Source: an optimization exercise on an open RTL-to-GDS flow (aim: small area, a short achievable clock period and few clock cycles per item). Production flows keep margins and buffers that such runs may drop.
In this exercise RTL edits were held to simulation tests only and were not proved equivalent to the original.

==> 10-15: inputs <==
// pid_unit
module pid_unit (
    input  wire        clk,
    input  wire        rst,
    input  wire        cmd_valid,
    output wire        cmd_ready,
    input  wire [3:0]  cmd_op,
    input  wire [31:0] cmd_data,
    input  wire [31:0] cmd_now,
    output reg  [31:0] kp,
    output reg  [31:0] ki,
    output reg  [31:0] kd,
    output reg  [31:0] maxi,
    output reg         dir_neg,
    output reg  [31:0] sgain,
    output reg  [31:0] i_acc,
    output reg  [31:0] prev_err,
    output reg  [31:0] prev_time,
    output reg  [31:0] servo_out,
    output reg         tb_valid,
    output reg         dt_zero,
    output reg  [1:0]  cmd_status
);
    localparam [31:0] KP_INIT     = 32'd52429;    
    localparam [31:0] KI_INIT     = 32'd0;
    localparam [31:0] KD_INIT     = 32'd26214;    
    localparam [31:0] MAXI_INIT   = 32'd327680;   
    localparam        DIRNEG_INIT = 1'b1;
    localparam [31:0] SGAIN_INIT  = 32'd65536;    
    localparam [3:0] OP_NOP = 4'h0, OP_RESET = 4'h1, OP_UPDATE = 4'h2,
                     OP_WR_KP = 4'h3, OP_WR_KI = 4'h4, OP_WR_KD = 4'h5,
                     OP_WR_MAXI = 4'h6, OP_WR_DIR = 4'h7, OP_WR_SGAIN = 4'h8;
  ...
export LEC_CHECK = 0
export CAP_MARGIN = 20
export CORE_MARGIN = 2
export CORE_UTILIZATION = 50
export SLEW_MARGIN = 20
export SYNTH_HIERARCHICAL = 1
create_clock -name core_clock -period 17.5 [get_ports {clk}]
standard.sh (not shown) runs the stock make flow with config.mk's settings and CLKGATE_MAP_FILE= SYNTH_SCRIPT=/design/flow/synth_recipe.tcl, a recipe that flattens the netlist after the stock synthesis.
==> flow/flow/run.sh <==
#!/bin/bash
set -euo pipefail
bash standard.sh SETUP_SLACK_MARGIN=10.8 finish > make.log 2>&1
==> 02-22: changes against 10-15 <==
--- a/flow/design.v
+++ b/flow/design.v
@@ -1,16 +1,17 @@
 module pid_in (
     input  wire [31:0] tgt,
     input  wire [31:0] now,
     input  wire [31:0] prev_err,
     input  wire [31:0] prev_time,
     output wire [31:0] e_new,       
     output wire [32:0] s_new,       
-    output wire [31:0] dt_new
+    output wire [31:0] dt_new,
+    output wire        dt_is0
 );
     wire        tgt_min = (tgt == 32'h80000000);
     assign e_new  = tgt_min ? 32'h7FFFFFFF : (32'd0 - tgt);
     wire [32:0] a = {tgt[31], tgt[31:1], tgt[0] | tgt_min};
     wire [32:0] b = {prev_err[31], prev_err};
     wire [32:0] g0 = a & b, p0 = a ^ b;
     reg  [32:0] g, p, gn, pn;
     integer k, lv;
@@ -25,16 +26,17 @@
                     gn[k] = g[k]; pn[k] = p[k];
                 end
             end
             g = gn; p = pn;
         end
     end
     assign s_new = p0 ^ {g[31:0], 1'b0};
     assign dt_new = now - prev_time;
+    assign dt_is0 = (now == prev_time);
 endmodule
 module pid_booth_dec (
     input  wire [10:0] c,
     input  wire        flip,        
     output wire [4:0]  one,
     output wire [4:0]  two,
     output wire [4:0]  neg
 );
@@ -204,19 +206,20 @@
     assign cmd_ready = rdy;
     wire accept = cmd_valid && rdy;
     reg [32:0] s_r;         
     reg [31:0] dt_r;        
     reg [33:0] d3_r;        
     reg [4:0]  dbl_r;       
     wire [31:0] e_new, dt_new;
     wire [32:0] s_new;
+    wire        dt_is0;
     pid_in u_in (.tgt(cmd_data), .now(cmd_now), .prev_err(prev_err),
                  .prev_time(prev_time), .e_new(e_new), .s_new(s_new),
-                 .dt_new(dt_new));
+                 .dt_new(dt_new), .dt_is0(dt_is0));
     reg        m_d, m_i, m_p, m_done;    
     reg [3:0]  dsel;                     
     reg        mfirst;
     reg [64:0] acc;
     reg [4:0]  b_one, b_two, b_neg;      
     reg        neg_d;                    
     reg        sa_neg, sb_neg, sc_en, sc_neg, s_fin;    
     function [3:0] start_dig(input [31:0] g);
@@ -279,17 +282,16 @@
     function [4:0] lzc32(input [31:0] x);
         integer k;
         begin
             lzc32 = 5'd0;
             for (k = 0; k < 32; k = k + 1)
                 if (x[k]) lzc32 = 5'd31 - k[4:0];
         end
     endfunction
-    wire dt_is0 = (dt_r == 32'd0);
     wire fin = m_done && v_done;
     always @(posedge clk) begin
         if (rst) begin
             rdy        <= 1'b1;
             m_d        <= 1'b0;
             m_i        <= 1'b0;
             m_p        <= 1'b0;
             m_done     <= 1'b0;
@@ -318,16 +320,17 @@
                     i_acc     <= 32'd0;
                     prev_err  <= 32'd0;
                     prev_time <= cmd_now;
                     servo_out <= 32'd0;
                     dt_zero   <= 1'b0;
                     tb_valid  <= 1'b1;
                 end
                 OP_UPDATE: begin
+                    dt_zero   <= dt_is0;
                     prev_err  <= e_new;
                     prev_time <= cmd_now;
                     rdy       <= 1'b0;
                     m_d       <= 1'b1;
                     v_wait    <= 1'b1;
                 end
                 OP_WR_KP: kp <= cmd_data;
                 OP_WR_KI: ki <= cmd_data;
@@ -348,26 +351,25 @@
                 m_d    <= 1'b0;
                 m_i    <= m_d;
                 m_p    <= m_i;
                 m_done <= m_p;
             end
             if (m_p && mfirst) i_acc <= sum_y;
             if (v_wait && m_i && mfirst) begin
                 v_wait <= 1'b0;
-                if (dt_is0 || k_steps == 4'd0) v_done <= 1'b1;
+                if (dt_r == 32'd0 || k_steps == 4'd0) v_done <= 1'b1;
                 else                                  v_div  <= 1'b1;
             end
             if (v_div && vcnt == 4'd1) begin
                 v_div  <= 1'b0;
                 v_done <= 1'b1;
             end
             if (fin) begin
                 servo_out <= sum_y;
-                dt_zero   <= dt_is0;
                 m_done    <= 1'b0;
                 v_done    <= 1'b0;
                 rdy       <= 1'b1;
             end
         end
     end
     wire upd_acc = accept && (cmd_op == OP_UPDATE);
     always @(posedge clk) begin
@@ -401,17 +403,17 @@
                 sb_neg <= dir_neg;
                 sc_en  <= 1'b1;
                 sc_neg <= neg_d ^ dir_neg;
                 s_fin  <= 1'b1;
             end
         end
         if (v_wait && m_i && mfirst) begin
             rem_r <= norm_rq[79:48];
-            quo_r <= (dt_is0 || k_steps == 4'd0) ? 48'd0 : norm_rq[47:0];
+            quo_r <= (dt_r == 32'd0 || k_steps == 4'd0) ? 48'd0 : norm_rq[47:0];
             vcnt  <= k_steps;
         end
         if (v_div) begin
             rem_r <= rem_nx;
             quo_r <= {quo_r[43:0], q4};
             vcnt  <= vcnt - 4'd1;
         end
     end
==> flow/flow/run.sh (replaced) <==
#!/bin/bash
set -euo pipefail
bash standard.sh SETUP_SLACK_MARGIN=11.7 finish > make.log 2>&1
Settings changed: CORE_UTILIZATION 50 to 40.
==> 12-11: changes against 10-15 <==
==> flow/flow/run.sh (replaced) <==
#!/bin/bash
set -euo pipefail
bash standard.sh "BUFFER_PORTS_ARGS=-buffer_cell sky130_fd_sc_hd__buf_2" \
    SETUP_SLACK_MARGIN=10.5 finish > make.log 2>&1
==> 08-01: changes against 10-15 <==
--- a/flow/design.v
+++ b/flow/design.v
@@ -1,16 +1,17 @@
 module pid_in (
     input  wire [31:0] tgt,
     input  wire [31:0] now,
     input  wire [31:0] prev_err,
     input  wire [31:0] prev_time,
     output wire [31:0] e_new,       
     output wire [32:0] s_new,       
-    output wire [31:0] dt_new
+    output wire [31:0] dt_new,
+    output wire        dt_is0
 );
     wire        tgt_min = (tgt == 32'h80000000);
     assign e_new  = tgt_min ? 32'h7FFFFFFF : (32'd0 - tgt);
     wire [32:0] a = {tgt[31], tgt[31:1], tgt[0] | tgt_min};
     wire [32:0] b = {prev_err[31], prev_err};
     wire [32:0] g0 = a & b, p0 = a ^ b;
     reg  [32:0] g, p, gn, pn;
     integer k, lv;
@@ -25,16 +26,17 @@
                     gn[k] = g[k]; pn[k] = p[k];
                 end
             end
             g = gn; p = pn;
         end
     end
     assign s_new = p0 ^ {g[31:0], 1'b0};
     assign dt_new = now - prev_time;
+    assign dt_is0 = (now == prev_time);
 endmodule
 module pid_booth_dec (
     input  wire [10:0] c,
     input  wire        flip,        
     output wire [4:0]  one,
     output wire [4:0]  two,
     output wire [4:0]  neg
 );
@@ -204,19 +206,20 @@
     assign cmd_ready = rdy;
     wire accept = cmd_valid && rdy;
     reg [32:0] s_r;         
     reg [31:0] dt_r;        
     reg [33:0] d3_r;        
     reg [4:0]  dbl_r;       
     wire [31:0] e_new, dt_new;
     wire [32:0] s_new;
+    wire        dt_is0;
     pid_in u_in (.tgt(cmd_data), .now(cmd_now), .prev_err(prev_err),
                  .prev_time(prev_time), .e_new(e_new), .s_new(s_new),
-                 .dt_new(dt_new));
+                 .dt_new(dt_new), .dt_is0(dt_is0));
     reg        m_d, m_i, m_p, m_done;    
     reg [3:0]  dsel;                     
     reg        mfirst;
     reg [64:0] acc;
     reg [4:0]  b_one, b_two, b_neg;      
     reg        neg_d;                    
     reg        sa_neg, sb_neg, sc_en, sc_neg, s_fin;    
     function [3:0] start_dig(input [31:0] g);
@@ -279,17 +282,16 @@
     function [4:0] lzc32(input [31:0] x);
         integer k;
         begin
             lzc32 = 5'd0;
             for (k = 0; k < 32; k = k + 1)
                 if (x[k]) lzc32 = 5'd31 - k[4:0];
         end
     endfunction
-    wire dt_is0 = (dt_r == 32'd0);
     wire fin = m_done && v_done;
     always @(posedge clk) begin
         if (rst) begin
             rdy        <= 1'b1;
             m_d        <= 1'b0;
             m_i        <= 1'b0;
             m_p        <= 1'b0;
             m_done     <= 1'b0;
@@ -318,16 +320,17 @@
                     i_acc     <= 32'd0;
                     prev_err  <= 32'd0;
                     prev_time <= cmd_now;
                     servo_out <= 32'd0;
                     dt_zero   <= 1'b0;
                     tb_valid  <= 1'b1;
                 end
                 OP_UPDATE: begin
+                    dt_zero   <= dt_is0;
                     prev_err  <= e_new;
                     prev_time <= cmd_now;
                     rdy       <= 1'b0;
                     m_d       <= 1'b1;
                     v_wait    <= 1'b1;
                 end
                 OP_WR_KP: kp <= cmd_data;
                 OP_WR_KI: ki <= cmd_data;
@@ -348,26 +351,25 @@
                 m_d    <= 1'b0;
                 m_i    <= m_d;
                 m_p    <= m_i;
                 m_done <= m_p;
             end
             if (m_p && mfirst) i_acc <= sum_y;
             if (v_wait && m_i && mfirst) begin
                 v_wait <= 1'b0;
-                if (dt_is0 || k_steps == 4'd0) v_done <= 1'b1;
+                if (dt_r == 32'd0 || k_steps == 4'd0) v_done <= 1'b1;
                 else                                  v_div  <= 1'b1;
             end
             if (v_div && vcnt == 4'd1) begin
                 v_div  <= 1'b0;
                 v_done <= 1'b1;
             end
             if (fin) begin
                 servo_out <= sum_y;
-                dt_zero   <= dt_is0;
                 m_done    <= 1'b0;
                 v_done    <= 1'b0;
                 rdy       <= 1'b1;
             end
         end
     end
     wire upd_acc = accept && (cmd_op == OP_UPDATE);
     always @(posedge clk) begin
@@ -401,17 +403,17 @@
                 sb_neg <= dir_neg;
                 sc_en  <= 1'b1;
                 sc_neg <= neg_d ^ dir_neg;
                 s_fin  <= 1'b1;
             end
         end
         if (v_wait && m_i && mfirst) begin
             rem_r <= norm_rq[79:48];
-            quo_r <= (dt_is0 || k_steps == 4'd0) ? 48'd0 : norm_rq[47:0];
+            quo_r <= (dt_r == 32'd0 || k_steps == 4'd0) ? 48'd0 : norm_rq[47:0];
             vcnt  <= k_steps;
         end
         if (v_div) begin
             rem_r <= rem_nx;
             quo_r <= {quo_r[43:0], q4};
             vcnt  <= vcnt - 4'd1;
         end
     end
==> flow/flow/run.sh (replaced) <==
#!/bin/bash
set -euo pipefail
bash standard.sh SETUP_SLACK_MARGIN=9.8 finish > make.log 2>&1
Settings changed: CORE_UTILIZATION 50 to 40.
==> results.txt <==
| quantity | 08-01 | 02-22 | 12-11 | 10-15 |
|---|---|---|---|---|
| Number of resized instances in the post-cts repair step | 39 | 956 | 168 | 403 |
| Non-clk invs | 444 | 446 | 429 | 429 |
| Final Wtd Congestion | 1.02 | 1.04 | 1.02 | 1.03 |
| Number of cells on the critical path | 16 | 30 | 32 | 35 |
| Number of standard cells in the layout, taps in and fillers out | 10.3k | 10.9k | 9878 | 10.1k |
| Setup CP Type | input port to flip-flop | flip-flop to flip-flop | flip-flop to flip-flop | flip-flop to flip-flop |
| Outcome | no timing/DRC/antenna violations | no timing/DRC/antenna violations | no timing/DRC/antenna violations | no timing/DRC/antenna violations |
| Number of global-route vias before repair | 59.7k | 64.7k | 58.5k | 60.9k |
| Max stage delay on crit path | 0.83 ns | 0.48 ns | 0.54 ns | 0.50 ns |
| Combined global-route utilization of all metal layers | 0.313 | 0.344 | 0.384 | 0.405 |
| Maximum number of pins on one net before global-route repair | 107 | 111 | 163 | 126 |
| Number of vias in the routed layout | 62.6k | 67.3k | 63.2k | 65.6k |
| Worst setup path endpoint | s_r[28] | servo_out[16] | servo_out[31] | servo_out[23] |
| Synthesized area per cell | 8.15 µm² | 8.15 µm² | 8.10 µm² | 8.10 µm² |
| Peak supply drop | 0.0000770 V | 0.000107 V | 0.000134 V | 0.000122 V |
| Number of buffers created by CTS | 75 | 75 | 74 | 75 |
| Startpoint Class | input port | flip-flop | flip-flop | flip-flop |
| Setup slack at placement | 8.71 ns | 8.64 ns | 8.76 ns | 8.30 ns |
| Worst hold slack across all endpoints | 0.446 ns | 0.452 ns | 0.453 ns | 0.455 ns |
| RR Startpoint | rem_r[14] | sc_neg | sc_neg | sc_neg |
| Routed length on met2 | 119 mm | 131 mm | 115 mm | 124 mm |
| Number of buffers inserted by post-CTS setup repair | 10 | 431 | 52 | 102 |
| Post-place instance area | 0.0700 mm² | 0.0706 mm² | 0.0670 mm² | 0.0689 mm² |
| Register cell area after layout | 0.0139 mm² | 0.0139 mm² | 0.0139 mm² | 0.0139 mm² |
| Die extent in x | 405 µm | 405 µm | 362 µm | 362 µm |
| Post-detailed-routing wire length | 265 mm | 296 mm | 264 mm | 281 mm |
Testbench counts of 10-15, summed over its fixed seeds: cycles 13,832, items 1,600.
Testbench counts of 02-22, summed over its fixed seeds: cycles 13,832, items 1,600.
Testbench counts of 12-11, summed over its fixed seeds: cycles 13,832, items 1,600.
Testbench counts of 08-01, summed over its fixed seeds: cycles 13,832, items 1,600.

[what the ideal ports hide]
In the flow no input, the clock included, has a driving cell. The finished layouts below were timed again as built, in two steps. Step 1: set_driving_cell puts a clkbuf_16 on clk and a buf_2 on each other input, an assumption about the parent block. Step 2 adds t to the input delays and takes it off the output delays; t is the mean of the earliest and latest rising clock arrival at the registers after step 1. Input paths then give back, and output paths get back, about the clock's delay inside the block. a / b / c = ideal ports / drivers / drivers and shift; a / b = the first two.
run	t (ns)	setup slack, ns	worst setup path at the end
10-15	0.783	10.694 / 10.694 / 10.098	input to register
02-22	0.801	10.404 / 10.404 / 10.404	register to register
12-11	0.774	10.595 / 10.595 / 9.940	input to register
08-01	0.774	9.973 / 9.994 / 9.247	input to register
After both steps setup and hold are still met in every run listed. For 08-01, which loses most, drivers alone change the setup slack by +0.021 ns; drivers and shift together by -0.726 ns.
